This design comes from an exercise in tuning for small area, a short achievable clock period and few clock cycles on the open sky130 flow, not from production work.
The RTL was checked by simulation tests, not by an equivalence proof against the original design.
Power is estimated from default activity; no workload was simulated.

Design wordstuf_core, start of the top module:
module wordstuf_core (
    input  wire        clk,
    input  wire        rst,
    input  wire        cmd_valid,
    output wire        cmd_ready,
    input  wire [39:0] cmd,
    output reg         rsp_valid,
    output reg         rsp_err,
    output reg         rsp_flag,
    output reg  [31:0] rsp_value
);
    localparam [31:0] MARKER_WORD = 32'hCAFEB8DA;
    localparam [7:0]  MK0 = 8'hDA, MK1 = 8'hB8, MK2 = 8'hFE, MK3 = 8'hCA;
    localparam [7:0] OP_ENC_OFFSET = 8'h01;
    localparam [7:0] OP_DEC_OFFSET = 8'h02;
    localparam [7:0] OP_SCAN_SETW  = 8'h10;
    localparam [7:0] OP_SCAN_GETW  = 8'h11;
    localparam [7:0] OP_SCAN_START = 8'h12;
    localparam [7:0] OP_SCAN_BYTE  = 8'h13;
    localparam [7:0] OP_DEC_INIT   = 8'h20;
    localparam [7:0] OP_DEC_INGEST = 8'h21;
    localparam [7:0] OP_DEC_STATUS = 8'h22;
    localparam [7:0] OP_DEC_LAST   = 8'h23;
    localparam [7:0] OP_ENC_FRAME  = 8'h30;
    localparam [7:0] OP_DST_WRITE  = 8'h40;
    localparam [7:0] OP_DST_READ   = 8'h41;
    localparam [7:0] OP_ENC_WRITE  = 8'h50;
    localparam [7:0] OP_ENC_READ   = 8'h51;
    localparam [2:0] ST_PARSING        = 3'd0;
    localparam [2:0] ST_DST_OVERRUN    = 3'd1;
    localparam [2:0] ST_OFFSET_TOO_BIG = 3'd2;
    localparam [2:0] ST_OFFSET_ODD     = 3'd4;
    function [7:0] mk_lane(input [1:0] k, input [1:0] a);
        case (k - a)
            2'd0: mk_lane = MK0;
            2'd1: mk_lane = MK1;
            2'd2: mk_lane = MK2;
            default: mk_lane = MK3;
        endcase
    endfunction
    function [15:0] quad_rows(input [5:0] a);
        integer q;
        reg [3:0] r1;
        begin
            r1 = a[5:2] + 4'd1;
  ...
clock: 12.0 ns
lec_check: 0
cap_margin: 20
core_margin: 2
core_utilization: 60
cts_buf_list: sky130_fd_sc_hd__clkbuf_8
cts_cluster_diameter: 35
cts_cluster_size: 10
slew_margin: 20
standard.sh (not shown) runs the stock make flow with config.mk's settings and CLKGATE_MAP_FILE= SYNTH_SCRIPT=/design/flow/synth_recipe.tcl, a recipe that flattens the netlist after the stock synthesis.
==> flow/flow/run.sh <==
#!/bin/bash
# The standard layout (standard.sh, all steps), with one change: the buffers
# that ORFS puts on every input and output port are sky130_fd_sc_hd__buf_2
# instead of the platform's default delay buffer. The whole flow's output is
# kept in flow_standard.log in the work folder; ORFS's per-step logs are under
# orfs/logs.
set -euo pipefail
export BUFFER_PORTS_ARGS="-buffer_cell sky130_fd_sc_hd__buf_2"
bash standard.sh > flow_standard.log 2>&1
The baseline finished clean.
Testbench counts at the start, summed over its fixed seeds: cycles 47,848.
Next try:
==> flow/flow/run.sh (replaced) <==
#!/bin/bash
# The standard layout (standard.sh, all steps), with these changes to how the
# layout is made:
#  - the buffers that ORFS puts on every input and output port are
#    sky130_fd_sc_hd__buf_2 instead of the platform's default delay buffer;
#  - the pin placer keeps rst, cmd_valid and cmd_ready together, since
#    cmd_ready is a short function of rst;
#  - clock tree synthesis uses clkbuf_8 buffers on small sink clusters and
#    inserts no dummy loads.
# The whole flow's output is kept in flow_standard.log in the work folder;
# ORFS's per-step logs are under orfs/logs.
set -euo pipefail
export BUFFER_PORTS_ARGS="-buffer_cell sky130_fd_sc_hd__buf_2"
export PLACE_PINS_ARGS="-group_pins {rst cmd_ready cmd_valid}"
export CTS_ARGS="-sink_clustering_enable -repair_clock_nets -dont_use_dummy_load -buf_list sky130_fd_sc_hd__clkbuf_8 -sink_clustering_size 10 -sink_clustering_max_diameter 35"
bash standard.sh > flow_standard.log 2>&1
Settings changed: CORE_UTILIZATION 60 to 70, CTS_BUF_LIST sky130_fd_sc_hd__clkbuf_8 to unset, CTS_CLUSTER_DIAMETER 35 to unset, CTS_CLUSTER_SIZE 10 to unset.
Result:
- The changed run produced a clean layout
- sequential share of layout area climbs by 1.7 points
- sequential power hardly moves
- count of clock-buffer cells in the layout drops by 26
- global-route usage climbs by 5.5 points
- setup slack gets worse by 0.50 ns
- clock skew climbs by 0.055 ns
- area after synthesis is unchanged

* * *

Setup of old:
wordstuf_core, a different RTL version from the one above (not shown whole).
Size: about 4,600 cells after synthesis, ~1,300 flip-flops, ~79 I/O pins, ~58,000 um2 of cells after synthesis.
clock: 12.0 ns
lec_check: 0
cap_margin: 10
core_margin: 2
core_utilization: 70
slew_margin: 10
==> flow/flow/run.sh <==
#!/bin/bash
# The standard layout (standard.sh, all steps), with these changes to how the
# layout is made:
#  - the buffers that ORFS puts on every input and output port are
#    sky130_fd_sc_hd__buf_2 instead of the platform's default delay buffer;
#  - the pin placer keeps rst, cmd_valid and cmd_ready together, since
#    cmd_ready is a short function of rst;
#  - clock tree synthesis uses clkbuf_8 buffers on small sink clusters and
#    inserts no dummy loads.
# The whole flow's output is kept in flow_standard.log in the work folder;
# ORFS's per-step logs are under orfs/logs.
set -euo pipefail
export BUFFER_PORTS_ARGS="-buffer_cell sky130_fd_sc_hd__buf_2"
export PLACE_PINS_ARGS="-group_pins {rst cmd_ready cmd_valid}"
export CTS_ARGS="-sink_clustering_enable -repair_clock_nets -dont_use_dummy_load -buf_list sky130_fd_sc_hd__clkbuf_8 -sink_clustering_size 16 -sink_clustering_max_diameter 45"
bash standard.sh > flow_standard.log 2>&1
Testbench counts of old, summed over its fixed seeds: cycles 47,848.
--- input diff old..new ---
Settings: SLEW_MARGIN changed from 10 to 20; CAP_MARGIN changed from 10 to 20.
new reports a higher non-clock buffer count than old does. Time the final worst path needs with I/O delays and setup of old is on par with new. Between new and old, it is new whose sum of met2 wire segment lengths after detailed routing is higher, by about 0.35%. As far as clock buffer count from CTS goes, old and new are indistinguishable; the numbers are identical.

* * *

Another version of the RTL of wordstuf_core (not shown whole).
Size: roughly 4700 cells after synthesis, about 79 I/O pins, ~58000 sq um of cells after synthesis.
Settings: LEC_CHECK=0, CAP_MARGIN=20, CORE_MARGIN=2, CORE_UTILIZATION=60, SLEW_MARGIN=20; clock period 12.0 ns.
==> flow/flow/run.sh <==
#!/bin/bash
# The standard layout (standard.sh, all steps), with these changes to how the
# layout is made:
#  - the buffers that ORFS puts on every input and output port are
#    sky130_fd_sc_hd__buf_2 instead of the platform's default delay buffer;
#  - the pin placer keeps rst, cmd_valid and cmd_ready together, since
#    cmd_ready is a short function of rst;
#  - clock tree synthesis uses clkbuf_8 buffers on small sink clusters and
#    inserts no dummy loads.
# The whole flow's output is kept in flow_standard.log in the work folder;
# ORFS's per-step logs are under orfs/logs.
set -euo pipefail
export BUFFER_PORTS_ARGS="-buffer_cell sky130_fd_sc_hd__buf_2"
export PLACE_PINS_ARGS="-group_pins {rst cmd_ready cmd_valid}"
export CTS_ARGS="-sink_clustering_enable -repair_clock_nets -dont_use_dummy_load -buf_list sky130_fd_sc_hd__clkbuf_8 -sink_clustering_size 10 -sink_clustering_max_diameter 35"
bash standard.sh > flow_standard.log 2>&1
The baseline finished clean.
Testbench counts at the start, summed over its fixed seeds: cycles 47,848.
Change:
--- a/flow/flow/run.sh
+++ b/flow/flow/run.sh
@@ -14,3 +14,3 @@
 export PLACE_PINS_ARGS="-group_pins {rst cmd_ready cmd_valid}"
-export CTS_ARGS="-sink_clustering_enable -repair_clock_nets -dont_use_dummy_load -buf_list sky130_fd_sc_hd__clkbuf_8 -sink_clustering_size 10 -sink_clustering_max_diameter 35"
+export CTS_ARGS="-sink_clustering_enable -repair_clock_nets -dont_use_dummy_load -buf_list sky130_fd_sc_hd__clkbuf_8 -sink_clustering_size 16 -sink_clustering_max_diameter 45"
 bash standard.sh > flow_standard.log 2>&1
- CORE_UTILIZATION: 60 -> 70
After rerunning:
- The new run produced a clean layout
- core utilization grows by 9.9 points
- clock-buffer cell count shrinks by 59
- sequential share of layout area grows by 1.1 points
- final cell count shrinks by 4.5%
- setup slack improved by 91 ps
- sequential cell count stays the same
- power shrinks by 6.6%

what the ideal ports hide:
Ports are ideal in the flow. The routed layouts listed here were re-timed in OpenROAD.
Step 1, drivers: a clkbuf_16 drives clk and a buf_2 each remaining input, both assumed.
Step 2 moves the port delays by t, midway between the first and last clock arrival at a register: inputs arrive t later, outputs are due t later. That takes back most of the time a late clock gives input paths.
a / b / c = no drivers / after step 1 / after step 2; a / b = the first two.
run	t, ns	slack for setup (ns)	worst setup path at the end	slew at the worst register clock pin (ns)
the first run of note 1	0.941	6.694 / 6.670 / 6.670	input to output	0.08 / 0.08
the second run of note 1	0.898	6.192 / 6.153 / 6.153	input to output	0.07 / 0.07
old	0.895	6.603 / 6.603 / 6.603	register to register	0.09 / 0.09
new	0.881	6.604 / 6.604 / 6.604	register to register	0.10 / 0.10
the first run of note 3	0.911	6.646 / 6.617 / 6.617	input to output	0.07 / 0.07
the second run of note 3	0.857	6.738 / 6.718 / 6.718	input to output	0.10 / 0.10
After both steps every run listed still meets setup and hold. The setup slack of the second run of note 1, which loses most, moves by -0.039 ns with the drivers and by -0.039 ns with both steps.
